What follows belongs to an exercise in optimizing a design on an open flow for small area, a short achievable clock period and few clock cycles per item; a production flow would make more cautious choices. Only simulation tests tie the RTL to the original design; equivalence was not proved. Power figures rest on the tool's default switching activity, not on a simulated workload.

===== flow/config.mk =====
export PLATFORM = sky130hd
export DESIGN_NAME = lzdec
export DESIGN_NICKNAME = lzdec
export VERILOG_FILES = /design/flow/design.v
export SDC_FILE = /design/flow/constraint.sdc
export NUM_CORES = 4
export LEC_CHECK = 0
export ABC_CLOCK_PERIOD_IN_PS = 3500
export CAP_MARGIN = 0
export CORE_MARGIN = 2
export CORE_UTILIZATION = 60
export SETUP_SLACK_MARGIN = 1.5
export SLEW_MARGIN = 0

===== flow/constraint.sdc =====
create_clock -name core_clock -period 6.0 [get_ports {clk}]
set_input_delay 1.2000 -clock core_clock [delete_from_list [all_inputs] [get_ports {clk}]]
set_output_delay 1.2000 -clock core_clock [all_outputs]
set_load 0.01 [all_outputs]

===== flow/design.v =====
module lzdec (
    input  wire        clk,
    input  wire        rst,             
    input  wire        cmd_valid,
    output wire        cmd_ready,
    input  wire        cmd_kind,        
    input  wire        cmd_len_known,
    input  wire        cmd_cap_en,
    input  wire [15:0] cmd_src_len,
    input  wire [31:0] cmd_skip,
    input  wire [31:0] cmd_take,
    input  wire [31:0] cmd_max_out,
    input  wire [7:0]  cmd_fill,
    input  wire        in_valid,
    input  wire [7:0]  in_data,
    output wire        in_ready,
    output wire        out_valid,
    output wire [7:0]  out_data,
    input  wire        out_ready,
    output wire        done,
    output wire [2:0]  err,
    output wire        win_we,
    output wire [11:0] win_waddr,
    output wire [7:0]  win_wdata,
    output wire [11:0] win_raddr,
    input  wire [7:0]  win_rdata
);
    localparam [2:0] E_NONE  = 3'd0,
                     E_TRUNC = 3'd1,
                     E_RANGE = 3'd3,
                     E_OVF   = 3'd4;
    localparam [3:0] P_IDLE  = 4'd0,
                     P_FIRST = 4'd1,    
                     P_TOK   = 4'd2,    
                     P_P1    = 4'd3,    
                     P_P2    = 4'd4,    
                     P_SHORT = 4'd5,    
                     P_GAM   = 4'd6,    
                     P_GC    = 4'd7,    
                     P_LM1   = 4'd8,    
                     P_END   = 4'd9;    
    localparam [1:0] G_SEL  = 2'd0,     
                     G_REPN = 2'd1,     
                     G_FARN = 2'd2;     
    reg         run;
    reg         fin;
    reg  [2:0]  err_r;
    reg         kind;
    reg         len_known;
    reg         cap_en;
    reg  [7:0]  fill;
    reg  [15:0] src_rem;
    reg         src_z;
    reg  [31:0] skip_rem;
    reg         skip_nz;
    reg  [31:0] take_rem;
    reg         take_one;
    reg  [31:0] cap_rem;
    reg         cap_z;
    reg  [3:0]  ps;
    reg  [7:0]  acc;           
    reg  [7:0]  pf;            
    reg         pf_v;
    reg  [3:0]  bcnt;          
    reg         lwm;
    reg  [12:0] last_off;      
    reg  [31:0] g;             
    reg  [1:0]  gsel;
    reg         gbig;          
    reg         lo_set;        
    reg         far_bad;       
    reg         far_a1;        
    reg         far_a2;        
    reg         c_act;
    reg         c_last;
    reg         c_byp;
    reg         c_off;         
    reg  [32:0] c_n;
    reg  [12:0] c_d;           
    reg         w_valid;
    reg         w_ram;         
    reg  [7:0]  w_byte;        
    reg  [11:0] ni;            
    reg         full;          
    wire       cap_blk = cap_en && cap_z;
    wire       w_prod  = run && w_valid && !cap_blk && (skip_nz || out_ready);
    wire       w_acc   = !w_valid || w_prod;
    wire [7:0] w_val   = w_ram ? win_rdata : w_byte;
    wire       take_end = w_prod && !skip_nz && len_known && take_one;
    wire       ovf      = run && w_valid && cap_blk;
    assign out_valid = run && w_valid && !cap_blk && !skip_nz;
    assign out_data  = w_val;
    assign win_we    = w_prod;
    assign win_waddr = ni - 12'd1;     
    assign win_wdata = w_val;
    assign cmd_ready = !run;
    assign done      = fin;
    assign err       = err_r;
    wire r2w    = c_act && w_acc;
    wire lit_ok = !c_act && w_acc;
    wire cpy_ok = !c_act || (c_last && w_acc);
    wire       have_acc = (bcnt != 4'd0);
    wire [7:0] pf_rev   = {pf[0], pf[1], pf[2], pf[3], pf[4], pf[5], pf[6], pf[7]};
    wire [7:0] ca       = have_acc ? acc : (kind ? pf : pf_rev);
    wire [3:0] cn       = have_acc ? bcnt : 4'd8;
    wire       st_bits  = (ps == P_TOK) || (ps == P_P1) || (ps == P_P2) ||
                          (ps == P_SHORT) || (ps == P_GAM) || (ps == P_GC);
    wire       db_pf    = pf_v && (have_acc || !st_bits);    
    wire [7:0] db       = db_pf ? pf : in_data;
    wire       port_av  = !src_z && in_valid;
    wire [31:0] gv      = {g[30:0], ca[7]};
    reg  [3:0]  ps_n;
    reg  [31:0] g_n;
    reg  [1:0]  gsel_n;
    reg         gbig_n;
    reg         lo_set_n;
    reg         far_bad_n;
    reg         far_a1_n;
    reg         far_a2_n;
    reg         gvbig;         
    reg         gv2;           
    reg  [4:0]  fh;            
    reg  [12:0] fdist;
    reg         lwm_n;
    reg  [12:0] lo_n;
    reg  [2:0]  k;             
    reg         nbits;         
    reg         brd;           
    reg         bok;           
    reg         e_lit;         
    reg         e_cpy;         
    reg         e_cpyv;        
    reg         e_n1, e_n2, e_fast, e_end;
    reg  [7:0]  e_litv;
    reg  [12:0] e_d;
    reg  [32:0] e_n;
    reg  [2:0]  e_err;
    reg         cbit;
    reg  [31:0] gval;
    reg  [3:0]  dd;
    reg         sdone;
    reg         two;           
    reg         to_sn;         
    reg         sn_bit;
    reg         near_do;       
    reg         dbl;           
    wire [12:0] pd = last_off;
    always @(*) begin
        ps_n    = ps;
        g_n     = g;
        gsel_n  = gsel;
        gbig_n  = gbig;
        lo_set_n = lo_set;
        far_bad_n = far_bad;
        far_a1_n = far_a1;
        far_a2_n = far_a2;
        gvbig   = gbig || g[4];
        gv2     = 1'b0;
        fh      = 5'd0;
        fdist   = 13'd0;
        lwm_n   = lwm;
        lo_n    = last_off;
        k       = 3'd0;
        nbits   = 1'b0;
        brd     = 1'b0;
        bok     = 1'b1;
        e_lit   = 1'b0;
        e_cpy   = 1'b0;
        e_cpyv  = 1'b0;
        e_n1    = 1'b0;
        e_n2    = 1'b0;
        e_fast  = 1'b0;
        e_end   = 1'b0;
        e_litv  = db;
        e_d     = pd;
        e_n     = 33'd0;
        e_err   = len_known ? E_TRUNC : E_NONE;
        cbit    = 1'b0;
        gval    = gv;
        dd      = 4'd0;
        sdone   = 1'b0;
        two     = 1'b0;
        to_sn   = 1'b0;
        sn_bit  = 1'b0;
        near_do = 1'b0;
        dbl     = 1'b0;
        case (ps)
        P_FIRST: begin
            brd   = 1'b1;
            bok   = lit_ok;
            e_lit = 1'b1;
            lwm_n = 1'b0;
            ps_n  = P_TOK;
        end
        P_TOK: begin
            nbits = 1'b1;
            if (!kind) begin
                k   = 3'd1;
                brd = 1'b1;
                if (ca[7]) begin
                    bok   = lit_ok;
                    e_lit = 1'b1;
                end else begin
                    lo_n[7:0] = db;
                    ps_n      = P_LM1;
                    if (db_pf && port_av && cpy_ok) begin
                        dbl   = 1'b1;
                        e_cpy = 1'b1;
                        e_d   = {1'b0, in_data[7:4], pf};
                        e_n   = {29'd0, in_data[3:0]} + 33'd3;
                        ps_n  = P_TOK;
                        if ({in_data[7:4], pf} == 12'd0) begin
                            e_end = 1'b1;
                            e_err = E_RANGE;
                        end else begin
                            e_cpyv = 1'b1;
                        end
                    end
                end
            end else if (!ca[7]) begin
                k     = 3'd1;
                brd   = 1'b1;
                bok   = lit_ok;
                e_lit = 1'b1;
                lwm_n = 1'b0;
            end else if (cn == 4'd1) begin
                k    = 3'd1;
                ps_n = P_P1;
            end else if (!ca[6]) begin
                k      = 3'd2;
                g_n    = 32'd1;
                gbig_n = 1'b0;
                gsel_n = G_SEL;
                ps_n   = P_GAM;
            end else if (cn == 4'd2) begin
                k    = 3'd2;
                ps_n = P_P2;
            end else begin
                k      = 3'd3;
                to_sn  = 1'b1;
                sn_bit = ca[5];
            end
        end
        P_P1: begin
            nbits = 1'b1;
            if (!ca[7]) begin
                k      = 3'd1;
                g_n    = 32'd1;
                gbig_n = 1'b0;
                gsel_n = G_SEL;
                ps_n   = P_GAM;
            end else if (cn == 4'd1) begin
                k    = 3'd1;
                ps_n = P_P2;
            end else begin
                k      = 3'd2;
                to_sn  = 1'b1;
                sn_bit = ca[6];
            end
        end
        P_P2: begin
            nbits  = 1'b1;
            k      = 3'd1;
            to_sn  = 1'b1;
            sn_bit = ca[7];
        end
        P_SHORT: begin
            nbits = 1'b1;
            if (g[3:0] == 4'd1 && cn >= 4'd4) begin
                k     = 3'd4;
                dd    = ca[7:4];
                sdone = 1'b1;
            end else begin
                k     = 3'd1;
                g_n   = gv;
                gbig_n = gbig || g[4];
                dd    = gv[3:0];
                sdone = g[3];
            end
            if (sdone) begin
                lwm_n = 1'b0;
                ps_n  = P_TOK;
                if (dd == 4'd0) begin
                    e_lit  = 1'b1;
                    e_litv = 8'h00;
                end else begin
                    e_cpy  = 1'b1;
                    e_cpyv = 1'b1;
                    e_d    = {9'd0, dd};
                    e_n    = 33'd1;
                    e_n1   = 1'b1;
                end
            end
        end
        P_GAM, P_GC: begin
            nbits = 1'b1;
            if (ps == P_GAM && cn == 4'd1) begin
                k    = 3'd1;
                g_n  = gv;
                gbig_n = gbig || g[4];
                ps_n = P_GC;
            end else begin
                cbit = (ps == P_GAM) ? ca[6] : ca[7];
                gval = (ps == P_GAM) ? gv : g;
                gvbig = (ps == P_GAM) ? (gbig || g[4]) : gbig;
                two  = (ps == P_GAM) && cn >= 4'd4 && ca[6] && !gv[31];
                if (two) begin
                    k    = 3'd4;
                    cbit = ca[4];
                    gval = {gv[30:0], ca[5]};
                    gvbig = gbig || g[4] || g[3];
                end else begin
                    k    = (ps == P_GAM) ? 3'd2 : 3'd1;
                end
                gv2 = !gvbig && gval[4:0] == 5'd2;
                if (cbit) begin
                    if (gval[31]) begin
                        e_end = 1'b1;
                        e_err = E_RANGE;
                    end else begin
                        g_n  = gval;
                        gbig_n = gvbig;
                        ps_n = P_GAM;
                    end
                end else begin
                    case (gsel)
                    G_SEL: begin
                        if (!lwm && gv2) begin
                            g_n    = 32'd1;
                            gbig_n = 1'b0;
                            gsel_n = G_REPN;
                            ps_n   = P_GAM;
                        end else begin
                            brd        = 1'b1;
                            fh         = gval[4:0] - (lwm ? 5'd2 : 5'd3);
                            fdist      = {fh, db};
                            lo_n       = fdist;
                            lo_set_n   = 1'b1;
                            far_bad_n  = gvbig || gval[4:0] > (lwm ? 5'd18 : 5'd19) ||
                                         fdist == 13'd0 || fdist > 13'd4096;
                            far_a1_n   = fdist >= 13'd1280;
                            far_a2_n   = fdist < 13'd128;
                            g_n        = 32'd1;
                            gbig_n     = 1'b0;
                            gsel_n     = G_FARN;
                            ps_n       = P_GAM;
                        end
                    end
                    G_REPN: begin
                        if (!lo_set) begin
                            e_end = 1'b1;
                            e_err = E_RANGE;
                        end else begin
                            e_cpy  = 1'b1;
                            e_cpyv = 1'b1;
                            e_fast = 1'b1;
                            e_d    = last_off;
                            e_n    = {1'b0, gval};
                            e_n2   = gv2;
                            lwm_n  = 1'b1;
                            ps_n   = P_TOK;
                        end
                    end
                    default: begin
                        if (far_bad) begin
                            e_end = 1'b1;
                            e_err = E_RANGE;
                        end else begin
                            e_cpy  = 1'b1;
                            e_cpyv = 1'b1;
                            e_fast = 1'b1;
                            e_n2   = gv2 && !far_a1 && !far_a2;
                            e_d    = pd;
                            e_n    = {1'b0, gval} + {31'd0, far_a2, far_a1};
                            lwm_n  = 1'b1;
                            ps_n   = P_TOK;
                        end
                    end
                    endcase
                end
            end
        end
        P_LM1: begin
            brd   = 1'b1;
            bok   = cpy_ok;
            e_cpy = 1'b1;
            e_d   = {1'b0, db[7:4], pd[7:0]};
            e_n   = {29'd0, db[3:0]} + 33'd3;
            ps_n  = P_TOK;
            if ({db[7:4], pd[7:0]} == 12'd0) begin
                e_end = 1'b1;
                e_err = E_RANGE;
            end else begin
                e_cpyv = 1'b1;
            end
        end
        default: ;
        endcase
        if (to_sn) begin
            g_n = 32'd1;
            gbig_n = 1'b0;
            if (sn_bit)
                ps_n = P_SHORT;
            else
                near_do = 1'b1;
        end
        if (near_do) begin
            brd   = 1'b1;
            bok   = cpy_ok;
            e_cpy = 1'b1;
            e_d   = {6'd0, db[7:1]};
            e_n   = db[0] ? 33'd3 : 33'd2;
            lo_n  = {6'd0, db[7:1]};
            lo_set_n = 1'b1;
            lwm_n = 1'b1;
            ps_n  = P_TOK;
            if (db[7:1] == 7'd0)
                e_end = 1'b1;
            else
                e_cpyv = 1'b1;
        end
        if (e_end)
            ps_n = P_END;
    end
    wire stepping = run && (ps != P_IDLE) && (ps != P_END);
    wire bits_ok  = !nbits || have_acc || pf_v;
    wire vref     = nbits && !have_acc && pf_v;      
    wire emit_ok  = e_lit ? lit_ok : (e_cpy ? cpy_ok : 1'b1);
    wire ok_emit  = brd ? bok : emit_ok;
    wire eoi = stepping && src_z &&
               ((nbits && !have_acc && !pf_v) || (brd && !db_pf));
    wire commit = stepping && bits_ok && ok_emit && (!brd || db_pf || port_av);
    wire c_pf = stepping && pf_v &&
                (vref || (brd && db_pf && ok_emit && bits_ok));
    assign in_ready = stepping && !src_z && (!pf_v || c_pf);
    wire byte_take  = in_ready && in_valid;
    wire c_port = commit && ((brd && !db_pf) || dbl);
    wire lit_go  = commit && e_lit;
    wire r_load  = commit && e_cpy;    
    wire cpy_go  = commit && e_cpyv;   
    wire fast_go = commit && e_fast && !c_act && w_acc;
    wire ent_r   = r2w || fast_go;     
    wire [12:0] dsel = c_act ? c_d : last_off;
    wire [13:0] rsrc = {1'b0, full, ni} - {1'b0, dsel};
    wire        rneg = rsrc[13];   
    wire        rbyp = c_act ? c_byp : (last_off == 13'd1);
    assign win_raddr = rsrc[11:0];
    always @(posedge clk) begin
        if (rst) begin
            run     <= 1'b0;
            fin     <= 1'b0;
            err_r   <= E_NONE;
            ps      <= P_IDLE;
            c_act   <= 1'b0;
            w_valid <= 1'b0;
        end else if (!run) begin
            fin <= 1'b0;
            if (cmd_valid) begin
                kind      <= cmd_kind;
                len_known <= cmd_len_known;
                cap_en    <= cmd_cap_en;
                fill      <= cmd_fill;
                src_rem   <= cmd_src_len;
                src_z     <= (cmd_src_len == 16'd0);
                skip_rem  <= cmd_skip;
                skip_nz   <= (cmd_skip != 32'd0);
                take_rem  <= cmd_take;
                take_one  <= (cmd_take == 32'd1);
                cap_rem   <= cmd_max_out;
                cap_z     <= (cmd_max_out == 32'd0);
                acc       <= 8'd0;
                bcnt      <= 4'd0;
                pf_v      <= 1'b0;
                lwm       <= 1'b0;
                last_off  <= 13'd0;
                lo_set    <= 1'b0;
                ni        <= 12'd0;
                full      <= 1'b0;
                c_act     <= 1'b0;
                w_valid   <= 1'b0;
                err_r     <= E_NONE;
                if (cmd_len_known && cmd_take == 32'd0) begin
                    fin <= 1'b1;
                    ps  <= P_IDLE;
                end else begin
                    run <= 1'b1;
                    ps  <= cmd_kind ? P_FIRST : P_TOK;
                end
            end
        end else begin
            if (byte_take) begin
                src_rem <= src_rem - 16'd1;
                src_z   <= (src_rem == 16'd1);
            end
            if (byte_take && !c_port) begin
                pf   <= in_data;
                pf_v <= 1'b1;
            end else if (c_pf) begin
                pf_v <= 1'b0;
            end
            if (eoi) begin
                err_r <= len_known ? E_TRUNC : E_NONE;
                ps    <= P_END;
            end else if (vref && !commit) begin
                acc  <= ca;
                bcnt <= 4'd8;
            end else if (commit) begin
                if (nbits) begin
                    acc  <= ca << k;
                    bcnt <= cn - {1'b0, k};
                end
                ps       <= ps_n;
                g        <= g_n;
                gsel     <= gsel_n;
                gbig     <= gbig_n;
                lo_set   <= lo_set_n;
                far_bad  <= far_bad_n;
                far_a1   <= far_a1_n;
                far_a2   <= far_a2_n;
                lwm      <= lwm_n;
                last_off <= lo_n;
                if (e_end)
                    err_r <= e_err;
            end
            if (r_load) begin
                c_n    <= e_n;
                c_last <= fast_go ? e_n2 : e_n1;
                c_off  <= fast_go;
                c_byp  <= (e_d == 13'd1);
                c_d    <= e_d;
            end else if (r2w) begin
                c_n    <= c_n - 33'd1;
                c_last <= (c_n == {31'd0, 1'b1, c_off});
            end
            if (cpy_go)
                c_act <= !(fast_go && e_n1);
            else if (r2w && c_last)
                c_act <= 1'b0;
            if (ent_r || lit_go) begin
                w_valid <= 1'b1;
                ni      <= ni + 12'd1;
                if (ni == 12'hfff)
                    full <= 1'b1;
            end else if (w_prod) begin
                w_valid <= 1'b0;
            end
            w_ram <= ent_r && !rneg && !rbyp;
            if (lit_go)
                w_byte <= e_litv;
            else if (ent_r && rneg)
                w_byte <= fill;
            else
                w_byte <= w_val;
            if (w_prod) begin
                cap_rem <= cap_rem - 32'd1;
                cap_z   <= (cap_rem == 32'd1);
                if (skip_nz) begin
                    skip_rem <= skip_rem - 32'd1;
                    skip_nz  <= (skip_rem != 32'd1);
                end else if (len_known) begin
                    take_rem <= take_rem - 32'd1;
                    take_one <= (take_rem == 32'd2);
                end
            end
            if (take_end) begin
                run   <= 1'b0;
                fin   <= 1'b1;
                err_r <= E_NONE;
            end else if (ovf) begin
                run   <= 1'b0;
                fin   <= 1'b1;
                err_r <= E_OVF;
            end else if (ps == P_END && !c_act && !w_valid) begin
                run <= 1'b0;
                fin <= 1'b1;
            end
        end
    end
endmodule

===== flow/flow/run.sh =====
#!/bin/bash
# The standard layout, with the port buffers that buffer_ports inserts made of
# plain buffers (buf_2) instead of the delay-buffer cell it picks by default.
set -euo pipefail
export BUFFER_PORTS_ARGS="-buffer_cell sky130_fd_sc_hd__buf_2"
bash standard.sh > standard_flow.log 2>&1

===== flow/standard.sh =====
#!/bin/bash
# synth_recipe.tcl (not shown) runs the flow's synth.tcl, then flattens the netlist and writes it again
# the make line also repeats each setting of config.mk as NAME=value (left out here)
make -C /OpenROAD-flow-scripts/flow DESIGN_CONFIG=/design/flow/config.mk WORK_HOME=/design/flow/orfs CLKGATE_MAP_FILE= SYNTH_SCRIPT=/design/flow/synth_recipe.tcl "${@:-finish}"

==> qor.log, run 1 <==
qor: critical_path.worstSetupEndpointType primary output
qor: route.detail_route.first_pass.iterations 8
qor: critical_path.critPathMaxFanout 4
qor: route.vias_per_cell 6.43
qor: placed_design.hpwl 41.0 mm
qor: logic_synthesis.post_synth_edffs 272
qor: sta.worstMarginPinSlew 1.20 ns
qor: logic_synthesis.synth.area.top_cells sky130_fd_sc_hd__edfxtp_1, sky130_fd_sc_hd__nor2_1, sky130_fd_sc_hd__xnor2_1
qor: logic_synthesis.post_synth_inst_count 2158
qor: critical_path.worstPathArrival 3.40 ns
qor: route.vias 18164
qor: clocking.clock_transition_at_the_registers_of_the_reported_paths 0.06 ns
qor: placed_design.finalWeightedCongestion 0.926
qor: layout.area.growth.synth_to_final 15.9%
qor: floorplanning.fp-row-count 66
qor: power.worst_ir_drop_vdd 0.243 mV
qor: min_path.timing.hold.worst_path_depth 2
qor: logic_synthesis.mappedNetlistNets 2340
qor: sta.setup_viol_count_final 0
qor: logic_synthesis.yosysUniqueCellTypes 103
qor: sta.hold-worst-slack 0.466 ns
qor: critical_path.critical_path_required 4.80 ns
qor: sta.final_hold_viol_count 0
qor: placed_design.placedInstanceArea 0.0213 mm^2
qor: clocking.clock_latency_reported_for_the_late_side_of_the_worst_skew_pair 0.53 ns
qor: critical_path.critical_setup_path_class reg -> out
qor: grt.track_usage 0.324
qor: logic_synthesis.yosys.cell_count.top_type sky130_fd_sc_hd__nor2_1
qor: clocking.clkSinkCount 283
qor: clocking.tritoncts_clock_tree done
qor: clocking.numCtsBuffers 34
qor: floorplanning.floorplan.core_area 0.0326 mm^2
qor: logic_synthesis.synthesis.area 0.0200 mm^2
qor: logic_synthesis.ys_seq_elements 283
qor: flow_run.drv_cap 0
qor: logic_synthesis.synth_area_per_cell 9.25 um^2
qor: floorplanning.fp.dieW 186 um
qor: clocking.cts_htree_levels 2
qor: layout.multi_input_comb_area 0.0111 mm^2
qor: grt.number_of_global_route_vias_before_repair 17422
qor: clocking.cts_hold_buffers 0
qor: logic_synthesis.synth.yosys.warnings 1
qor: placed_design.port_buffers 191
qor: power.power_density 221 mW/mm^2
qor: layout.final_cells 2827
qor: min_path.min-delay-path-class reg -> reg
qor: sta.final.period_utilization 0.766
qor: logic_synthesis.synth_top_cell_by_area sky130_fd_sc_hd__edfxtp_1
qor: layout.drive_above_1_share 0.194
qor: floorplanning.die-height 186 um
qor: sta.setup-tns-final 0 ns
qor: logic_synthesis.seq_area_frac_synth 0.420
qor: run_status.status complete, no violations
qor: route.drtIter0Drc 1912
qor: route.wire_per_inst 20.5 um
qor: floorplanning.design.portCount 192
qor: critical_path.rr_worst_depth 16
qor: route.drt_drc_violations_left 0
qor: logic_synthesis.synthTopCellsByCount sky130_fd_sc_hd__nor2_1, sky130_fd_sc_hd__edfxtp_1, sky130_fd_sc_hd__a21oi_1, sky130_fd_sc_hd__nand2_1, sky130_fd_sc_hd__xnor2_1
qor: sta.finalWorstSetupSlack 1.40 ns
qor: placed_design.placed_cells_incl_taps 2706
qor: layout.post-route-cell-area 0.0231 mm^2
qor: grt.grt_max_degree 206
qor: grt.grt_antenna_before_repair 4
qor: logic_synthesis.synth_flop_cell sky130_fd_sc_hd__edfxtp_1
qor: route.route.antenna.remaining_nets 0
qor: logic_synthesis.async_flop_share 0
qor: clocking.clk_path_buf_depth 3
qor: floorplanning.dieArea 0.0347 mm^2
qor: placed_design.preCtsSetupSlack 0.887 ns
qor: sta.rsz_0062_raised_after_global_routing yes
qor: sta.relSlewSlack 0.174
qor: grt.grt_first_pass_wirelength 92.1 mm
qor: clocking.root_buffer sky130_fd_sc_hd__clkbuf_16
qor: route.total_wirelength 58.1 mm
qor: sta.timing.fmax 0.218 GHz
qor: layout.ff_latch_area 0.00840 mm^2
qor: critical_path.critPathLaunchType flop
qor: sta.post-route-min-period 4.60 ns
qor: sta.worst_clock_skew 0.0214 ns
qor: power.leakage 8.30 nW
qor: grt.globalRoute.totalOverflow 0
qor: layout.fillCellCount 2511
qor: sta.slew_violations 0
qor: layout.nNetsFinal 2540
qor: floorplanning.initial_utilization 0.612
qor: logic_synthesis.synth.top_cell.area_share 0.409
## flip-flops by register name, indices dropped and copies added, names as in the netlist, 3 cells and up
signal	count
g	32
last_off	13
skip_rem	32
take_rem	32
err_r	3
acc	8
c_n	33
ps	4
c_d	13
src_rem	16
cap_rem	32
ni	12
w_byte	8
bcnt	4
fill	8
pf	8
## power by group
part	leakage [nW]	switching, mW	internal [mW]
Sequential	2.64	0.0813	2.26
Combinational	5.14	0.452	0.306
Clock	0.521	0.830	1.18
Total	8.30	1.36	3.74
## layer usage
metal	global-route usage	vias to the layer above	wire (um)
met2	0.530	867	27400
met4	0.106	0	1820
li1	-	8523	-
met5	0	-	0
met3	0.0512	133	4570
met1	0.442	8641	24300
## cell families (layout without fill, tap and decap cells)
family | after synthesis | after routing | share of synthesized area
buffers and inverters | 187 | 411 | 0.0422
flip-flops | 283 | 283 | 0.420
XOR/XNOR | 173 | 173 | 0.0759
adder cells (fa/ha/maj) | 38 | 38 | 0.0249
AND/OR/NAND/NOR | 827 | 827 | 0.202
multiplexers | 84 | 84 | 0.0438
other | 0 | 3 | 0
AO/OA/AOI/OAI | 566 | 566 | 0.191
## worst max-delay path, stage by stage, from the launching register on
cell and delay, ns:
sky130_fd_sc_hd__edfxtp_1 0.45, sky130_fd_sc_hd__nor4_4 0.35, sky130_fd_sc_hd__mux2_4 0.36, sky130_fd_sc_hd__or4_4 0.56, sky130_fd_sc_hd__o221a_4 0.34, sky130_fd_sc_hd__and2_4 0.19
sky130_fd_sc_hd__o22ai_4 0.11, sky130_fd_sc_hd__a21oi_2 0.07, sky130_fd_sc_hd__nor2b_1 0.15, sky130_fd_sc_hd__nor2b_2 0.14, sky130_fd_sc_hd__buf_2 0.14
## worst paths after layout
path                            startpoint  endpoint  slack [ns]
worst max-delay path               bcnt[0]  in_ready        1.40
worst min-delay path              err_r[0]  err_r[0]        0.47
worst max register to register     bcnt[1]   c_n[30]        1.59
worst min register to register    err_r[0]  err_r[0]        0.47
## timing repair
action	in CTS	in global routing
buffers inserted	36	21
pin swaps	10	22
cloned	1	0
resized for setup	40	39
setup endpoints to repair	151	92
## per-stage QoR
stage               total power, mW   util
finish                         5.11  0.709
global route                   5.28  0.709
CTS                            5.09  0.699
detailed placement             3.07  0.652
global placement               3.05  0.652
floorplan                      2.84      -
## layout make-up
cell class                      instances  area share
Antenna cell                            3    0.000325
Sequential cell                       283       0.363
Timing Repair Buffer                  291      0.0768
Tap cell                              442      0.0239
Clock buffer                           45      0.0404
Multi-Input combinational cell       1688       0.480
Inverter                               60     0.00974
Clock inverter                         15     0.00541
## cell usage in the layout, fill, tap and decap left out, types with 17 or more instances in the layout
master                      count
sky130_fd_sc_hd__buf_2        191
sky130_fd_sc_hd__mux2i_1       58
sky130_fd_sc_hd__nor2b_1       17
sky130_fd_sc_hd__o22ai_1       22
sky130_fd_sc_hd__nand2_1      163
sky130_fd_sc_hd__clkbuf_16     35
sky130_fd_sc_hd__o21ai_0       94
sky130_fd_sc_hd__a31oi_1       37
sky130_fd_sc_hd__xor2_1        62
sky130_fd_sc_hd__a22o_1        29
sky130_fd_sc_hd__and3_1        19
sky130_fd_sc_hd__nor2_1       294
sky130_fd_sc_hd__buf_4         93
sky130_fd_sc_hd__xnor2_1      111
sky130_fd_sc_hd__mux2_2        21
sky130_fd_sc_hd__nor4_1        70
sky130_fd_sc_hd__inv_1         57
sky130_fd_sc_hd__nor3_1        67
sky130_fd_sc_hd__edfxtp_1     272
sky130_fd_sc_hd__a21oi_1      168
sky130_fd_sc_hd__nand3_1       63
sky130_fd_sc_hd__ha_1          33
sky130_fd_sc_hd__a22oi_1       25
sky130_fd_sc_hd__nand4_1       18
Testbench counts, summed over its fixed seeds: cycles 593,582, bytes 529,560.
==> inputs of run 2 (changes only) <==
--- a/flow/design.v
+++ b/flow/design.v
@@ -208,2 +208,3 @@
                         e_cpy = 1'b1;
+                        e_fast = 1'b1;
                         e_d   = {1'b0, in_data[7:4], pf};
@@ -386,2 +387,3 @@
             e_cpy = 1'b1;
+            e_fast = 1'b1;
             e_d   = {1'b0, db[7:4], pd[7:0]};
@@ -438,11 +440,15 @@
     wire lit_go  = commit && e_lit;
-    wire r_load  = commit && e_cpy;    
     wire cpy_go  = commit && e_cpyv;   
-    wire fast_go = commit && e_fast && !c_act && w_acc;
+    wire fast_go = commit && e_fast && e_cpyv && !c_act && w_acc;
     wire ent_r   = r2w || fast_go;     
-    wire [12:0] dsel = c_act ? c_d : last_off;
-    wire [13:0] rsrc = {1'b0, full, ni} - {1'b0, dsel};
-    wire        rneg = rsrc[13];   
-    wire        rbyp = c_act ? c_byp : (last_off == 13'd1);
-    assign win_raddr = rsrc[11:0];
+    wire [12:0] dsel  = c_act ? c_d : last_off;
+    wire [13:0] rsrc  = {1'b0, full, ni} - {1'b0, dsel};
+    wire [7:0]  lb0   = (ps == P_LM1) ? last_off[7:0] : pf;
+    wire [13:0] lx    = {1'b0, full, ni} - {6'd0, lb0};
+    wire [5:0]  lhi   = lx[13:8] - {2'b00, in_data[7:4]};
+    wire        lzf   = !c_act && !kind;
+    wire        rneg  = lzf ? lhi[5] : rsrc[13];   
+    wire        rbyp  = c_act ? c_byp :
+                        (kind ? (last_off == 13'd1) : ({in_data[7:4], lb0} == 12'd1));
+    assign win_raddr = lzf ? {lhi[3:0], lx[7:0]} : rsrc[11:0];
     always @(posedge clk) begin
@@ -524,3 +530,3 @@
             end
-            if (r_load) begin
+            if (!c_act || (c_last && r2w)) begin
                 c_n    <= e_n;
--- a/flow/config.mk
+++ b/flow/config.mk
@@ -7,2 +7,3 @@
 export LEC_CHECK = 0
+export ABC_AREA = 1
 export ABC_CLOCK_PERIOD_IN_PS = 3500
==> qor.log, run 2 <==
qor: clocking.root_buffer sky130_fd_sc_hd__clkbuf_16
qor: critical_path.cpMaxStageDelayCell sky130_fd_sc_hd__dfxtp_4
qor: route.topRoutingLayerUsed met5
qor: clocking.cts_hold_buffers 0
qor: grt.globalRoute.totalOverflow 0
qor: power.leakage 10.3 nW
qor: floorplanning.dieArea 0.0370 mm^2
qor: route.drt_drc_violations_left 0
qor: power.clkPwrFrac 0.352
qor: min_path.holdCritStartpoint err_r[0]
qor: critical_path.stages_on_worst_setup_path 17
qor: sta.timing.fmax 0.195 GHz
qor: critical_path.timing.critical_path.max_delay_family simple AND/OR/NAND/NOR gates
qor: flow_run.drv_cap 0
qor: placed_design.hpwl 46.5 mm
qor: clocking.clk_path_buf_depth 3
qor: clocking.cts_htree_levels 2
qor: layout.most_common_cell_after_layout_fill_and_taps_aside sky130_fd_sc_hd__nand2_1
qor: critical_path.worstPathArrival 3.92 ns
qor: critical_path.worstSetupEndpointType primary output
qor: grt.grt_first_pass_wirelength 100 mm
qor: logic_synthesis.synth_top_cell_by_area sky130_fd_sc_hd__edfxtp_1
qor: logic_synthesis.synth.yosys.warnings 1
qor: layout.multi_input_comb_area 0.0113 mm^2
qor: clocking.tritoncts_clock_tree done
qor: logic_synthesis.post_synth_inst_count 2826
qor: logic_synthesis.ys_seq_elements 283
qor: floorplanning.initial_utilization 0.613
qor: layout.drive_above_1_share 0.162
qor: min_path.min-delay-path-class reg -> reg
qor: grt.grt_antenna_before_repair 3
qor: clocking.clock_transition_at_the_registers_of_the_reported_paths 0.06 ns
qor: clocking.clkSinkCount 283
qor: critical_path.critical-path-max-stage-delay 0.40 ns
qor: critical_path.wp_buf_inv 3
qor: logic_synthesis.synth_flop_cell sky130_fd_sc_hd__edfxtp_1
qor: clocking.clock_latency_reported_for_the_late_side_of_the_worst_skew_pair 0.54 ns
qor: power.p_int 4.14 mW
qor: critical_path.critical_path_required 4.80 ns
qor: power.power.combinational.fraction 0.245
qor: logic_synthesis.mappedNetlistNets 3022
qor: sta.setup_viol_count_final 0
qor: power.seq_power_share 0.403
qor: power.power_density 248 mW/mm^2
qor: logic_synthesis.seq_area_frac_synth 0.394
qor: critical_path.ff2ff_setup_slack 1.08 ns
qor: critical_path.worstPathCellList nor2_4, buf_4, buf_4, nand2_2, mux2i_1, ha_1, a21oi_1, nand2_2, nor3_4, xor2_1, ha_1, nand2_1, nor2_1, a211oi_2, xor2_1, o22ai_2, buf_2
qor: grt.track_usage 0.342
qor: sta.relSlewSlack 0.286
qor: placed_design.finalWeightedCongestion 0.977
qor: route.met2WireLength 29.7 mm
qor: floorplanning.fp-row-count 68
qor: critical_path.critical_setup_path_class reg -> out
qor: placed_design.preCtsSetupSlack 0.853 ns
qor: logic_synthesis.synth.area.top_cells sky130_fd_sc_hd__edfxtp_1, sky130_fd_sc_hd__nand2_1, sky130_fd_sc_hd__inv_1
qor: route.route.antenna.remaining_nets 0
qor: layout.nNetsFinal 3237
qor: logic_synthesis.async_flop_share 0
qor: power.total_switching_power 1.91 mW
qor: sta.worst_clock_skew 0.0158 ns
qor: critical_path.critical_r2r_launch ps[3]
qor: critical_path.crit_path_start ps[1]
qor: sta.setup-tns-final 0 ns
qor: logic_synthesis.post_synth_edffs 272
qor: sta.rsz_0062_raised_after_global_routing yes
qor: sta.post-route-min-period 5.12 ns
qor: layout.largest_reg_flops 33
qor: sta.final.period_utilization 0.853
qor: sta.final_hold_viol_count 0
qor: layout.ff_latch_area 0.00841 mm^2
qor: layout.fillCellCount 2915
qor: route.vias 21145
qor: logic_synthesis.yosysUniqueCellTypes 68
qor: route.vias_per_cell 6.01
qor: grt.grt_max_degree 101
qor: critical_path.crit_path_end win_raddr[11]
qor: layout.registers.top_by_ff_count c_n
qor: route.detail_route.first_pass.iterations 6
qor: floorplanning.design.portCount 192
qor: power.worst_ir_drop_vdd 0.234 mV
qor: logic_synthesis.synth.top_cell.area_share 0.384
qor: run_status.status complete, no violations
qor: critical_path.critPathMaxFanout 13
qor: clocking.numCtsBuffers 34
qor: layout.area.growth.synth_to_final 14.7%
qor: power.sw_frac_of_total 0.316
qor: sta.worstMarginPinSlew 1.07 ns
qor: route.routed-wl-met3 6.29 mm
qor: route.wire_per_inst 18.5 um
qor: floorplanning.fp.dieW 192 um
qor: logic_synthesis.yosys.cell_count.top_type sky130_fd_sc_hd__nand2_1
qor: logic_synthesis.synthTopCellsByCount sky130_fd_sc_hd__nand2_1, sky130_fd_sc_hd__inv_1, sky130_fd_sc_hd__nor2_1, sky130_fd_sc_hd__edfxtp_1, sky130_fd_sc_hd__o21ai_0
qor: placed_design.port_buffers 191
qor: logic_synthesis.synthesis.area 0.0213 mm^2
qor: sta.finalWorstSetupSlack 0.881 ns
qor: layout.layout.cells.most_common_list sky130_fd_sc_hd__nand2_1, sky130_fd_sc_hd__inv_1, sky130_fd_sc_hd__nor2_1
qor: route.wirelength_met1 27.1 mm
qor: route.total_wirelength 65.0 mm
qor: critical_path.critPathLaunchType flop
qor: route.drtIter0Drc 2225
qor: sta.slew_violations 0
qor: grt.number_of_global_route_vias_before_repair 19416
qor: logic_synthesis.synth_area_per_cell 7.53 um^2
qor: critical_path.regToRegEndpoint w_byte[0]
qor: floorplanning.die-height 192 um
qor: floorplanning.floorplan.core_area 0.0347 mm^2
qor: critical_path.rr_worst_depth 39
## run 2: changes by cell type in the layout (fill, tap and decap cells not counted), moves of 55 or more
cell / previous run / this run
sky130_fd_sc_hd__nand2_1: 163 / 577
sky130_fd_sc_hd__inv_1: 57 / 353
sky130_fd_sc_hd__o21ai_0: 94 / 213
sky130_fd_sc_hd__a21oi_1: 168 / 89
sky130_fd_sc_hd__xnor2_1: 111 / 36
sky130_fd_sc_hd__nand3_1: 63 / 127
sky130_fd_sc_hd__nor2_1: 294 / 349
## run 2: what timing repair did
action | 4_1_cts | 5_1_grt
resized for setup | 39 | 40
cloned | 3 | 3
pin swaps | 13 | 22
setup endpoints to repair | 77 | 65
buffers inserted | 30 | 30
## run 2: how the worst min path moves through the flow
| stage | end | slack [ns] | cells after the start |
|---|---|---|---|
| floorplan | full | 0.42 | 0 |
| global placement | err_r[1] | 0.45 | 2 |
| detailed placement | err_r[0] | 0.45 | 2 |
| CTS | err_r[0] | 0.46 | 2 |
| global route | err_r[0] | 0.47 | 2 |
| finish | err_r[0] | 0.46 | 2 |
## run 2: layout make-up
| class | instances | area share |
|---|---|---|
| Multi-Input combinational cell | 2068 | 0.462 |
| Antenna cell | 1 | 0.000102 |
| Tap cell | 455 | 0.0233 |
| Sequential cell | 283 | 0.344 |
| Timing Repair inverter | 1 | 0.000205 |
| Clock buffer | 44 | 0.0377 |
| Inverter | 383 | 0.0600 |
| Clock inverter | 15 | 0.00846 |
| Timing Repair Buffer | 270 | 0.0645 |
## run 2: logic make-up (layout without fill, tap and decap cells)
group	count (synthesis)	after routing	synth area share
mux	6	6	0.00288
flops	283	283	0.394
xor+xnor	95	95	0.0391
buf+inv	480	713	0.0904
compound gates	586	586	0.161
simple gates	1324	1329	0.280
other cells	0	1	0
fa+ha+maj	52	52	0.0323
## run 2: tightest hold or removal path: stages, from the launching register on
cell                      delay, ns
sky130_fd_sc_hd__dfxtp_1       0.30
sky130_fd_sc_hd__nand2_1       0.06
sky130_fd_sc_hd__a21oi_1       0.05
## run 2: power by group through the flow
stage | clock, mW | combinational [mW] | sequential (mW)
after floorplan | 0 | 0.966 | 2.44
after global placement | 0 | 1.28 | 2.48
after detailed placement | 0 | 1.31 | 2.48
after CTS | 2.15 | 1.37 | 2.44
after global routing | 2.22 | 1.63 | 2.45
final | 2.13 | 1.48 | 2.44
## run 2: through the flow
step / instances / hold slack (ns) / total power, mW / utilization / instance area, um^2
after floorplan: 2826 / 0.420 / 3.40 / - / 21300
after global placement: 3394 / 0.449 / 3.76 / 0.649 / 22500
after detailed placement: 3394 / 0.449 / 3.79 / 0.649 / 22500
after CTS: 3486 / 0.458 / 5.97 / 0.691 / 24000
after global routing: 3520 / 0.474 / 6.31 / 0.703 / 24400
final: 3520 / 0.457 / 6.06 / 0.703 / 24400
## run 2: per-layer routing
layer	track usage	up-vias
met5	0	-
met4	0.109	2
met3	0.0509	126
met2	0.549	1117
met1	0.477	9814
li1	-	10086
Testbench counts of run 2, summed over its fixed seeds: cycles 579,604, bytes 529,560.
==> inputs of run 3 (changes only) <==
--- a/flow/config.mk
+++ b/flow/config.mk
@@ -7,3 +7,2 @@
 export LEC_CHECK = 0
-export ABC_AREA = 1
 export ABC_CLOCK_PERIOD_IN_PS = 3500
==> qor.log, run 3 <==
qor: run_status.status complete, no violations
qor: critical_path.worstPathArrival 4.09 ns
qor: placed_design.preCtsSetupSlack 0.384 ns
qor: critical_path.critical_path_required 4.80 ns
qor: floorplanning.fp-row-count 67
qor: min_path.min-delay-path-class reg -> reg
qor: grt.grt_antenna_before_repair 2
qor: sta.slew_violations 0
qor: logic_synthesis.synth_flop_cell sky130_fd_sc_hd__edfxtp_1
qor: clocking.tritoncts_clock_tree done
qor: sta.worstMarginPinSlew 1.25 ns
qor: clocking.clk_path_buf_depth 3
qor: clocking.clock_latency_reported_for_the_late_side_of_the_worst_skew_pair 0.51 ns
qor: route.route.antenna.remaining_nets 0
qor: logic_synthesis.yosys.cell_count.top_type sky130_fd_sc_hd__nor2_1
qor: power.worst_ir_drop_vdd 0.231 mV
qor: logic_synthesis.ys_seq_elements 283
qor: layout.nNetsFinal 2688
qor: route.drtIter0Drc 1860
qor: grt.grt.met1_usage 0.465
qor: sta.final_hold_viol_count 0
qor: sta.final.period_utilization 0.882
qor: layout.drive_above_1_share 0.190
qor: clocking.numCtsBuffers 34
qor: floorplanning.fp.dieW 189 um
qor: layout.most_common_cell_after_layout_fill_and_taps_aside sky130_fd_sc_hd__nor2_1
qor: logic_synthesis.synthesis.area 0.0205 mm^2
qor: placed_design.placed_cells_incl_taps 2853
qor: logic_synthesis.mappedNetlistNets 2485
qor: logic_synthesis.synth_area_per_cell 8.93 um^2
qor: clocking.clock_transition_at_the_registers_of_the_reported_paths 0.06 ns
qor: grt.global_route.peak_usage_layer met2
qor: power.post-layout-total-power 5.34 mW
qor: sta.finalWorstSetupSlack 0.706 ns
qor: flow_run.drv_cap 0
qor: clocking.cts_hold_buffers 0
qor: critical_path.cpMaxStageDelayCell sky130_fd_sc_hd__or4_1
qor: layout.multi_input_comb_area 0.0118 mm^2
qor: floorplanning.initial_utilization 0.610
qor: critical_path.critical_setup_path_class reg -> out
qor: grt.grt_max_degree 95
qor: sta.relSlewSlack 0.146
qor: logic_synthesis.seq_area_frac_synth 0.410
qor: critical_path.critPathMaxFanout 9
qor: logic_synthesis.async_flop_share 0
qor: route.vias 19059
qor: layout.layout.cells.most_common_list sky130_fd_sc_hd__nor2_1, sky130_fd_sc_hd__edfxtp_1, sky130_fd_sc_hd__nand2_1
qor: route.drt_drc_violations_left 0
qor: sta.rsz_0062_raised_after_global_routing yes
qor: floorplanning.design.portCount 192
qor: logic_synthesis.post_synth_inst_count 2289
qor: clocking.clkSinkCount 283
qor: floorplanning.dieArea 0.0356 mm^2
qor: critical_path.critical-path-max-stage-delay 0.50 ns
qor: power.power_density 224 mW/mm^2
qor: grt.track_usage 0.331
qor: route.vias_per_cell 6.43
qor: sta.setup-tns-final 0 ns
qor: grt.globalRoute.totalOverflow 0
qor: layout.area.growth.synth_to_final 16.7%
qor: layout.ff_latch_area 0.00840 mm^2
qor: layout.final_cells 2965
qor: sta.worst_clock_skew 0.00838 ns
qor: power.leakage 8.42 nW
qor: critical_path.worstPathCellList nand2b_4, or3_4, mux2i_2, ha_2, o2111ai_2, and3b_2, nor2_4, a21oi_4, xor2_2, ha_1, nand2b_1, nand2b_1, a211oi_1, or4_1, o21ai_2, buf_2
qor: placed_design.hpwl 43.5 mm
qor: logic_synthesis.synth.top_cell.area_share 0.399
qor: route.detail_route.first_pass.iterations 6
qor: logic_synthesis.yosysUniqueCellTypes 94
qor: critical_path.worstSetupEndpointType primary output
qor: route.wire_per_inst 20.4 um
qor: grt.use_met2 0.522
qor: placed_design.port_buffers 191
qor: grt.use_met3 0.0589
qor: layout.registers.top_by_ff_count c_n
qor: route.total_wirelength 60.6 mm
qor: critical_path.critPathLaunchType flop
qor: layout.fillCellCount 2683
qor: logic_synthesis.synthTopCellsByCount sky130_fd_sc_hd__nor2_1, sky130_fd_sc_hd__edfxtp_1, sky130_fd_sc_hd__nand2_1, sky130_fd_sc_hd__a21oi_1, sky130_fd_sc_hd__xnor2_1
qor: clocking.cts_htree_levels 2
qor: logic_synthesis.synth.yosys.warnings 1
qor: placed_design.finalWeightedCongestion 0.969
qor: logic_synthesis.synth.area.top_cells sky130_fd_sc_hd__edfxtp_1, sky130_fd_sc_hd__nor2_1, sky130_fd_sc_hd__a21oi_1
qor: sta.setup_viol_count_final 0
qor: logic_synthesis.synth_top_cell_by_area sky130_fd_sc_hd__edfxtp_1
qor: logic_synthesis.post_synth_edffs 272
qor: floorplanning.floorplan.core_area 0.0335 mm^2
qor: layout.largest_reg_flops 33
qor: grt.number_of_global_route_vias_before_repair 17951
qor: floorplanning.die-height 189 um
qor: sta.post-route-min-period 5.29 ns
qor: clocking.root_buffer sky130_fd_sc_hd__clkbuf_16
qor: sta.timing.fmax 0.189 GHz
qor: grt.grt_first_pass_wirelength 95.3 mm
qor: critical_path.worst_path_most_repeated_cell sky130_fd_sc_hd__nand2b_1
## run 3: cell count changes in the layout (fill, tap and decap cells not counted), sizes merged, moves of 25 or more
| cell | delta |
|---|---|
| nand2 | -386 |
| o22ai | -29 |
| nand3 | -92 |
| o21ai | -174 |
| xnor2 | +75 |
| mux2 | +25 |
| nor3 | +42 |
| mux2i | +47 |
| inv | -320 |
| nor2 | -68 |
| a21oi | +110 |
## run 3: layout make-up
type,instances,area share
antenna,3,0.000315
clock buffer,48,0.0388
clock inverter,10,0.00309
inverter,62,0.00996
multi-input combinational,1820,0.497
sequential,283,0.352
tap,448,0.0235
timing repair buffer,291,0.0757
## run 3: through the flow
step	instance area [um^2]	hold WS (ns)	util
floorplan	20600	0.420	-
global placement	22000	0.448	0.656
detailed placement	22000	0.458	0.656
CTS	23400	0.466	0.698
global route	23800	0.489	0.711
finish	23900	0.463	0.711
## run 3: cells by family after synthesis
kind of cell	Yosys count	share of synthesized area
adders and majority gates	52	0.0336
and+or+nand+nor	924	0.216
AOI/OAI and AO/OA	575	0.180
xor gates and xnor gates	188	0.0805
muxes	80	0.0422
buffers and inverters	187	0.0377
DFF	283	0.410
## run 3: what timing repair did
action,4_1_cts,5_1_grt
setup endpoints to repair,146,113
resized for setup,49,55
pin swaps,30,21
setup buffers,30,18
gates cloned,0,3
## run 3: worst max-delay path: cells and delay by family, from the launching register on
family,cells,cell delay (ns)
simple gates,7,1.69
fa+ha+maj,2,0.71
compound gates,4,0.38
flops,1,0.32
mux,1,0.20
xor+xnor,1,0.15
buf+inv,1,0.13
## run 3: final timing paths
check                  endpoint  slack [ns]     start  cells after the start
setup / recovery  win_raddr[11]        0.71     ps[2]                     16
hold / removal         err_r[0]        0.46  err_r[0]                      2
setup reg to reg      w_byte[6]        0.81     ps[2]                     24
hold reg to reg        err_r[0]        0.46  err_r[0]                      2
## run 3: metal layers
layer	vias to the layer above	wire length [um]
met5	-	0
met4	0	1860
met3	154	5460
met2	959	27700
met1	9016	25600
li1	8930	-
## run 3: power by group
| group | total, mW | switching [mW] | internal, mW |
|---|---|---|---|
| clock | 1.92 | 0.810 | 1.11 |
| sequential | 2.41 | 0.0980 | 2.31 |
| combinational | 1.01 | 0.616 | 0.397 |
| total | 5.34 | 1.52 | 3.82 |
==> inputs of run 4 (changes only) <==
--- a/flow/design.v
+++ b/flow/design.v
@@ -208,3 +208,2 @@
                         e_cpy = 1'b1;
-                        e_fast = 1'b1;
                         e_d   = {1'b0, in_data[7:4], pf};
@@ -387,3 +386,2 @@
             e_cpy = 1'b1;
-            e_fast = 1'b1;
             e_d   = {1'b0, db[7:4], pd[7:0]};
@@ -441,14 +439,31 @@
     wire cpy_go  = commit && e_cpyv;   
-    wire fast_go = commit && e_fast && e_cpyv && !c_act && w_acc;
+    wire fast_go = commit && e_fast && !c_act && w_acc;
     wire ent_r   = r2w || fast_go;     
-    wire [12:0] dsel  = c_act ? c_d : last_off;
-    wire [13:0] rsrc  = {1'b0, full, ni} - {1'b0, dsel};
-    wire [7:0]  lb0   = (ps == P_LM1) ? last_off[7:0] : pf;
-    wire [13:0] lx    = {1'b0, full, ni} - {6'd0, lb0};
-    wire [5:0]  lhi   = lx[13:8] - {2'b00, in_data[7:4]};
-    wire        lzf   = !c_act && !kind;
-    wire        rneg  = lzf ? lhi[5] : rsrc[13];   
-    wire        rbyp  = c_act ? c_byp :
-                        (kind ? (last_off == 13'd1) : ({in_data[7:4], lb0} == 12'd1));
-    assign win_raddr = lzf ? {lhi[3:0], lx[7:0]} : rsrc[11:0];
+    function [13:0] sub14(input [13:0] a, input [13:0] b);
+        reg [13:0] gen, pro, gg, pp, tg, tp;
+        integer i, d;
+        begin
+            gen = a & ~b;
+            pro = a ^ ~b;
+            gg  = gen;
+            pp  = pro;
+            gg[0] = gen[0] | pro[0];         
+            for (d = 1; d < 14; d = d * 2) begin
+                tg = gg;
+                tp = pp;
+                for (i = d; i < 14; i = i + 1) begin
+                    gg[i] = tg[i] | (tp[i] & tg[i - d]);
+                    pp[i] = tp[i] & tp[i - d];
+                end
+            end
+            sub14[0] = ~pro[0];
+            for (i = 1; i < 14; i = i + 1)
+                sub14[i] = pro[i] ^ gg[i - 1];
+        end
+    endfunction
+    wire [12:0] dsel = c_act ? c_d : last_off;
+    wire [13:0] rsrc = sub14({1'b0, full, ni}, {1'b0, dsel});
+    wire        rneg = rsrc[13];   
+    wire        rbyp = c_act ? c_byp : (last_off == 13'd1);
+    assign win_raddr = rsrc[11:0];
     always @(posedge clk) begin
--- a/flow/config.mk
+++ b/flow/config.mk
@@ -11,2 +11,5 @@
 export CORE_UTILIZATION = 60
+export CTS_BUF_LIST = sky130_fd_sc_hd__clkbuf_4 sky130_fd_sc_hd__clkbuf_8
+export CTS_CLUSTER_DIAMETER = 60
+export CTS_CLUSTER_SIZE = 30
 export SETUP_SLACK_MARGIN = 1.5
==> qor.log, run 4 <==
qor: run_status.status complete, no violations
qor: logic_synthesis.synthesis.area 0.0196 mm^2
qor: layout.area.growth.synth_to_final 14.7%
qor: logic_synthesis.synth_area_per_cell 9.00 um^2
qor: grt.grt_first_pass_wirelength 88.6 mm
qor: critical_path.critPathMaxFanout 6
qor: sta.slew_violations 0
qor: sta.relSlewSlack 0.267
qor: placed_design.port_buffers 191
qor: sta.setup_viol_count_final 0
qor: critical_path.critPathLaunchType flop
qor: placed_design.placedInstanceArea 0.0210 mm^2
qor: critical_path.worst_path_most_repeated_cell sky130_fd_sc_hd__buf_4
qor: sta.rsz_0062_raised_after_global_routing yes
qor: grt.track_usage 0.323
qor: critical_path.cpMaxStageDelayCell sky130_fd_sc_hd__or4_4
qor: floorplanning.die-height 185 um
qor: sta.final_hold_viol_count 0
qor: logic_synthesis.post_synth_edffs 272
qor: placed_design.hpwl 40.4 mm
qor: route.drt_drc_violations_left 0
qor: sta.timing.fmax 0.213 GHz
qor: power.leakage 7.96 nW
qor: logic_synthesis.synth_top_cell_by_area sky130_fd_sc_hd__edfxtp_1
qor: floorplanning.floorplan.core_area 0.0324 mm^2
qor: clocking.cts_htree_levels 1
qor: logic_synthesis.synth_flop_cell sky130_fd_sc_hd__edfxtp_1
qor: route.route.antenna.remaining_nets 0
qor: layout.post-route-cell-area 0.0225 mm^2
qor: flow_run.drv_cap 0
qor: layout.n_diodes 0
qor: floorplanning.dieArea 0.0342 mm^2
qor: grt.grt_max_degree 102
qor: route.vias_per_cell 6.34
qor: critical_path.critical_setup_path_class reg -> out
qor: critical_path.critical_path_required 4.80 ns
qor: logic_synthesis.synthTopCellsByCount sky130_fd_sc_hd__nor2_1, sky130_fd_sc_hd__edfxtp_1, sky130_fd_sc_hd__nand2_1, sky130_fd_sc_hd__a21oi_1, sky130_fd_sc_hd__xnor2_1
qor: route.detail_route.first_pass.iterations 6
qor: clocking.cts_hold_buffers 0
qor: logic_synthesis.yosys.cell_count.top_type sky130_fd_sc_hd__nor2_1
qor: critical_path.wp_buf_inv 3
qor: layout.fillCellCount 2618
qor: route.vias 18159
qor: layout.final_cells 2864
qor: clocking.tritoncts_clock_tree done
qor: logic_synthesis.async_flop_share 0
qor: logic_synthesis.synth.yosys.warnings 1
qor: clocking.clock_transition_at_the_registers_of_the_reported_paths 0.10 ns
qor: floorplanning.fp-row-count 66
qor: layout.ff_latch_area 0.00840 mm^2
qor: route.wire_per_inst 20.0 um
qor: power.worst_ir_drop_vdd 0.202 mV
qor: sta.setup-tns-final 0 ns
qor: clocking.clkSinkCount 283
qor: layout.largest_reg_flops 33
qor: logic_synthesis.ys_seq_elements 283
qor: logic_synthesis.synth.top_cell.area_share 0.416
qor: critical_path.worstSetupEndpointType primary output
qor: critical_path.worstPathArrival 3.50 ns
qor: sta.final.period_utilization 0.783
qor: critical_path.critical-path-max-stage-delay 0.55 ns
qor: layout.drive_above_1_share 0.185
qor: clocking.clock_latency_reported_for_the_late_side_of_the_worst_skew_pair 0.63 ns
qor: placed_design.finalWeightedCongestion 0.980
qor: min_path.min-delay-path-class reg -> reg
qor: clocking.clk_path_buf_depth 3
qor: critical_path.timing.critical_path.max_delay_family simple AND/OR/NAND/NOR gates
qor: layout.nNetsFinal 2580
qor: clocking.numCtsBuffers 30
qor: logic_synthesis.yosysUniqueCellTypes 101
qor: logic_synthesis.post_synth_inst_count 2181
qor: grt.number_of_global_route_vias_before_repair 16661
qor: route.total_wirelength 57.2 mm
qor: placed_design.placed_cells_incl_taps 2738
qor: floorplanning.fp.dieW 185 um
qor: layout.finalCoreUtilization 0.696
qor: logic_synthesis.seq_area_frac_synth 0.427
qor: grt.globalRoute.totalOverflow 0
qor: grt.grt_antenna_before_repair 1
qor: power.power_density 208 mW/mm^2
qor: layout.multi_input_comb_area 0.0108 mm^2
qor: logic_synthesis.synth.area.top_cells sky130_fd_sc_hd__edfxtp_1, sky130_fd_sc_hd__a21oi_1, sky130_fd_sc_hd__nor2_1
qor: sta.worst_clock_skew 0.0254 ns
qor: logic_synthesis.mappedNetlistNets 2363
qor: floorplanning.initial_utilization 0.606
qor: critical_path.worstPathCellList buf_4, buf_4, or4_4, a21oi_2, o2111ai_1, mux2i_2, nand3_2, a41o_1, o21a_1, nor2b_2, buf_6
qor: layout.registers.top_by_ff_count c_n
qor: floorplanning.design.portCount 192
qor: layout.most_common_cell_after_layout_fill_and_taps_aside sky130_fd_sc_hd__nor2_1
qor: sta.post-route-min-period 4.70 ns
qor: clocking.root_buffer sky130_fd_sc_hd__clkbuf_8
qor: sta.worstMarginPinSlew 1.09 ns
qor: layout.layout.cells.most_common_list sky130_fd_sc_hd__nor2_1, sky130_fd_sc_hd__edfxtp_1, sky130_fd_sc_hd__nand2_1
qor: route.drtIter0Drc 1821
==> run 4: routing by layer <==
metal / wire length, um / global-route usage / part of all wire
met3: 4610 / 0.0385 / 0.081
met2: 26700 / 0.527 / 0.47
met1: 24300 / 0.458 / 0.43
met5: 13 / 0 / 0.00023
met4: 1560 / 0.0889 / 0.027
==> run 4: repair_timing <==
| action | CTS | global route |
|---|---|---|
| resized for setup | 46 | 15 |
| setup buffers | 41 | 26 |
| cloned | 2 | 1 |
| pin swaps | 18 | 17 |
| endpoints found under the setup margin | 111 | 80 |
==> run 4: worst paths after layout <==
kind | from | to | slack (ns) | cells after the start
setup / recovery | bcnt[1] | in_ready | 1.30 | 11
hold / removal | err_r[2] | err_r[2] | 0.48 | 2
setup reg to reg | bcnt[1] | bcnt[2] | 1.62 | 16
hold reg to reg | err_r[2] | err_r[2] | 0.48 | 2
==> run 4: power by group <==
part           switching, mW  internal [mW]  leakage (nW)  total (mW)
Combinational          0.486          0.342          4.95       0.827
Clock                  0.852          0.604         0.344        1.46
Sequential             0.101           2.30          2.67        2.40
Total                   1.44           3.24          7.96        4.68
==> run 4: worst min-delay path, stage by stage (launching register included) <==
cell and delay, ns:
sky130_fd_sc_hd__dfxtp_1 0.31, sky130_fd_sc_hd__o221ai_1 0.06, sky130_fd_sc_hd__a21oi_1 0.07
==> run 4: cell type report <==
cell class,count,share of cell area
tap,442,0.0246
clock buffer,33,0.0199
multi-input combinational,1727,0.478
timing repair buffer,302,0.0848
sequential,283,0.373
clock inverter,23,0.0106
inverter,54,0.00900
==> run 4: cell families (layout without fill, tap and decap cells) <==
| kind of cell | after synthesis | in the layout | share of synthesized area |
|---|---|---|---|
| adder cells (fa/ha/maj) | 38 | 38 | 0.0254 |
| AND/OR/NAND/NOR | 876 | 877 | 0.213 |
| multiplexers | 69 | 69 | 0.0370 |
| AO/OA/AOI/OAI | 573 | 573 | 0.185 |
| XOR/XNOR | 170 | 170 | 0.0758 |
| buffers and inverters | 172 | 412 | 0.0367 |
| flip-flops | 283 | 283 | 0.427 |
==> run 4: metrics by stage <==
stage / power [mW] / hold WS, ns / setup WS, ns
after floorplan: 2.93 / 0.424 / 1.51
after global placement: 3.16 / 0.467 / 1.19
after detailed placement: 3.18 / 0.473 / 1.09
after CTS: 4.65 / 0.484 / 1.36
after global routing: 4.85 / 0.517 / 1.21
final: 4.68 / 0.482 / 1.30
Testbench counts of run 4, summed over its fixed seeds: cycles 593,582, bytes 529,560.
==> inputs of run 5 (changes only) <==
--- a/flow/config.mk
+++ b/flow/config.mk
@@ -11,5 +11,2 @@
 export CORE_UTILIZATION = 60
-export CTS_BUF_LIST = sky130_fd_sc_hd__clkbuf_4 sky130_fd_sc_hd__clkbuf_8
-export CTS_CLUSTER_DIAMETER = 60
-export CTS_CLUSTER_SIZE = 30
 export SETUP_SLACK_MARGIN = 1.5
==> qor.log, run 5 <==
qor: layout.largest_reg_flops 33
qor: route.drt_drc_violations_left 0
qor: sta.final_hold_viol_count 0
qor: sta.worst_clock_skew 0.0208 ns
qor: critical_path.critPathMaxFanout 6
qor: grt.grt_first_pass_wirelength 88.2 mm
qor: clocking.clkSinkCount 283
qor: route.vias 18098
qor: sta.final.period_utilization 0.780
qor: power.post-layout-total-power 4.99 mW
qor: grt.track_usage 0.324
qor: placed_design.hpwl 40.4 mm
qor: floorplanning.initial_utilization 0.606
qor: layout.area.growth.synth_to_final 14.7%
qor: logic_synthesis.synth.area.top_cells sky130_fd_sc_hd__edfxtp_1, sky130_fd_sc_hd__a21oi_1, sky130_fd_sc_hd__nor2_1
qor: layout.drive_above_1_share 0.170
qor: clocking.clock_latency_reported_for_the_late_side_of_the_worst_skew_pair 0.59 ns
qor: sta.setup-tns-final 0 ns
qor: critical_path.ff2ff_setup_slack 1.67 ns
qor: sta.timing.fmax 0.214 GHz
qor: grt.grt_max_degree 102
qor: layout.layout.cells.most_common_list sky130_fd_sc_hd__nor2_1, sky130_fd_sc_hd__edfxtp_1, sky130_fd_sc_hd__nand2_1
qor: route.detail_route.first_pass.iterations 6
qor: placed_design.finalWeightedCongestion 0.980
qor: floorplanning.design.portCount 192
qor: floorplanning.floorplan.core_area 0.0324 mm^2
qor: logic_synthesis.synthTopCellsByCount sky130_fd_sc_hd__nor2_1, sky130_fd_sc_hd__edfxtp_1, sky130_fd_sc_hd__nand2_1, sky130_fd_sc_hd__a21oi_1, sky130_fd_sc_hd__xnor2_1
qor: sta.worstMarginPinSlew 1.07 ns
qor: route.route.antenna.remaining_nets 0
qor: logic_synthesis.yosysUniqueCellTypes 101
qor: route.total_wirelength 56.9 mm
qor: clocking.numCtsBuffers 31
qor: grt.grt_antenna_before_repair 1
qor: power.worst_ir_drop_vdd 0.216 mV
qor: logic_synthesis.ys_seq_elements 283
qor: floorplanning.dieArea 0.0342 mm^2
qor: critical_path.critical_setup_path_class reg -> out
qor: critical_path.rr_worst_depth 12
qor: logic_synthesis.yosys.cell_count.top_type sky130_fd_sc_hd__nor2_1
qor: logic_synthesis.synth_top_cell_by_area sky130_fd_sc_hd__edfxtp_1
qor: sta.rsz_0062_raised_after_global_routing yes
qor: clocking.cts_htree_levels 1
qor: logic_synthesis.synth_flop_cell sky130_fd_sc_hd__edfxtp_1
qor: min_path.timing.hold.worst_path_depth 2
qor: power.power_density 222 mW/mm^2
qor: placed_design.placed_cells_incl_taps 2738
qor: clocking.clk_path_buf_depth 3
qor: logic_synthesis.mappedNetlistNets 2363
qor: placed_design.port_buffers 191
qor: grt.globalRoute.totalOverflow 0
qor: route.vias_per_cell 6.36
qor: layout.n_diodes 0
qor: route.drtIter0Drc 1844
qor: critical_path.worstPathArrival 3.48 ns
qor: sta.slew_violations 0
qor: logic_synthesis.seq_area_frac_synth 0.427
qor: clocking.root_buffer sky130_fd_sc_hd__clkbuf_16
qor: sta.setup_viol_count_final 0
qor: layout.nNetsFinal 2565
qor: critical_path.critical_path_required 4.80 ns
qor: logic_synthesis.synth.yosys.warnings 1
qor: power.leakage 7.96 nW
qor: floorplanning.die-height 185 um
qor: flow_run.drv_cap 0
qor: clocking.clock_transition_at_the_registers_of_the_reported_paths 0.06 ns
qor: logic_synthesis.synthesis.area 0.0196 mm^2
qor: logic_synthesis.async_flop_share 0
qor: clocking.cts_hold_buffers 0
qor: critical_path.crit_path_start bcnt[3]
qor: route.wire_per_inst 20.0 um
qor: critical_path.worstSetupEndpointType primary output
qor: floorplanning.fp-row-count 66
qor: critical_path.regToRegEndpoint w_byte[0]
qor: critical_path.critPathLaunchType flop
qor: critical_path.critical_r2r_launch kind
qor: grt.number_of_global_route_vias_before_repair 16561
qor: layout.registers.top_by_ff_count c_n
qor: sta.post-route-min-period 4.68 ns
qor: run_status.status complete, no violations
qor: logic_synthesis.post_synth_inst_count 2181
qor: layout.most_common_cell_after_layout_fill_and_taps_aside sky130_fd_sc_hd__nor2_1
qor: min_path.min-delay-path-class reg -> reg
qor: sta.relSlewSlack 0.265
qor: logic_synthesis.post_synth_edffs 272
qor: logic_synthesis.synth_area_per_cell 9.00 um^2
qor: clocking.tritoncts_clock_tree done
qor: logic_synthesis.synth.top_cell.area_share 0.416
qor: critical_path.crit_path_end in_ready
qor: layout.final_cells 2847
qor: floorplanning.fp.dieW 185 um
==> run 5: cell counts after synthesis <==
Identical to the previous run, type by type.
==> run 5: logic make-up after synthesis <==
family / share of synthesized area
buffers and inverters: 0.0367
adders and majority gates: 0.0254
muxes: 0.0370
xor gates and xnor gates: 0.0758
AOI/OAI and AO/OA: 0.185
and+or+nand+nor: 0.213
DFF: 0.427
==> run 5: worst min path at each step <==
stage / endpoint / slack [ns] / start
final: err_r[2] / 0.48 / err_r[2]
after global routing: fin / 0.51 / fin
after CTS: err_r[2] / 0.48 / err_r[2]
after detailed placement: err_r[2] / 0.47 / err_r[2]
after global placement: err_r[0] / 0.47 / err_r[0]
after floorplan: full / 0.42 / run
==> run 5: layout make-up <==
type,count,area [um^2]
Clock buffer,40,810
Clock inverter,15,97.6
Fill cell,2640,9850
Inverter,54,205
Multi-Input combinational cell,1727,10700
Sequential cell,283,8400
Tap cell,442,553
Timing Repair Buffer,286,1750
==> run 5: metal layers <==
layer | vias to the layer above | wire length [um] | track usage
met3 | 139 | 5020 | 0.0549
li1 | 8553 | - | -
met2 | 861 | 26400 | 0.523
met4 | 2 | 1600 | 0.0933
met1 | 8543 | 23900 | 0.451
met5 | - | 13 | 0
==> run 5: what timing repair did <==
action,CTS,global route
resized for setup,33,11
gates cloned,2,0
setup buffers,36,16
pin swaps,15,12
endpoints found under the setup margin,110,73
==> run 5: report_power, final <==
part	internal, mW	total [mW]	switching (mW)	leakage (nW)
clock	0.983	1.78	0.801	0.442
sequential	2.30	2.40	0.101	2.67
combinational	0.328	0.808	0.479	4.85
total	3.61	4.99	1.38	7.96
==> run 5: critical path, stage by stage, from the launching register on <==
cell                        delay [ns]
sky130_fd_sc_hd__edfxtp_1         0.44
sky130_fd_sc_hd__buf_6            0.15
sky130_fd_sc_hd__nor4_4           0.21
sky130_fd_sc_hd__buf_6            0.15
sky130_fd_sc_hd__buf_4            0.10
sky130_fd_sc_hd__mux2i_1          0.11
sky130_fd_sc_hd__buf_4            0.18
sky130_fd_sc_hd__or4_4            0.56
sky130_fd_sc_hd__o2111ai_4        0.14
sky130_fd_sc_hd__a21oi_2          0.11
sky130_fd_sc_hd__a41o_1           0.25
sky130_fd_sc_hd__o21a_1           0.19
sky130_fd_sc_hd__nor2b_2          0.15
sky130_fd_sc_hd__buf_2            0.15
==> run 5: per-stage QoR <==
step                worst slack (ns)   util  instance area [um^2]  hold WS [ns]
CTS                             1.38  0.690                 22300         0.483
detailed placement              1.09  0.649                 21000         0.473
global route                    1.22  0.696                 22500         0.511
global placement                1.19  0.649                 21000         0.467
floorplan                       1.51      -                 19700         0.424
finish                          1.32  0.696                 22500         0.482

==> separate check: timing with driven ports <==
Ports are ideal in the flow. The routed layouts listed here were re-timed in OpenROAD. Step 1 assumes that a clkbuf_16 drives the clock port and a buf_2 every other input. Step 2 times the ports against the registers' clock, not the clock port: input delays grow and output delays shrink by t, the midpoint of the rising clock arrivals with the driver on. Three values: ideal ports, drivers, drivers and shift; two values: the first two.
run | shift t [ns] | setup WS [ns] | worst data-port slew with drivers (ns)
run 1 | 0.569 | 1.404 / 1.352 / 1.495 | 0.06
run 2 | 0.591 | 0.881 / 0.822 / 1.083 | 0.07
run 3 | 0.559 | 0.706 / 0.654 / 0.807 | 0.06
run 4 | 0.673 | 1.299 / 1.248 / 1.281 | 0.05
run 5 | 0.631 | 1.323 / 1.266 / 1.186 | 0.05
After both steps setup and hold are still met in every run listed. For run 5, which loses most, drivers alone change the setup slack by -0.057 ns; drivers and shift together by -0.137 ns.
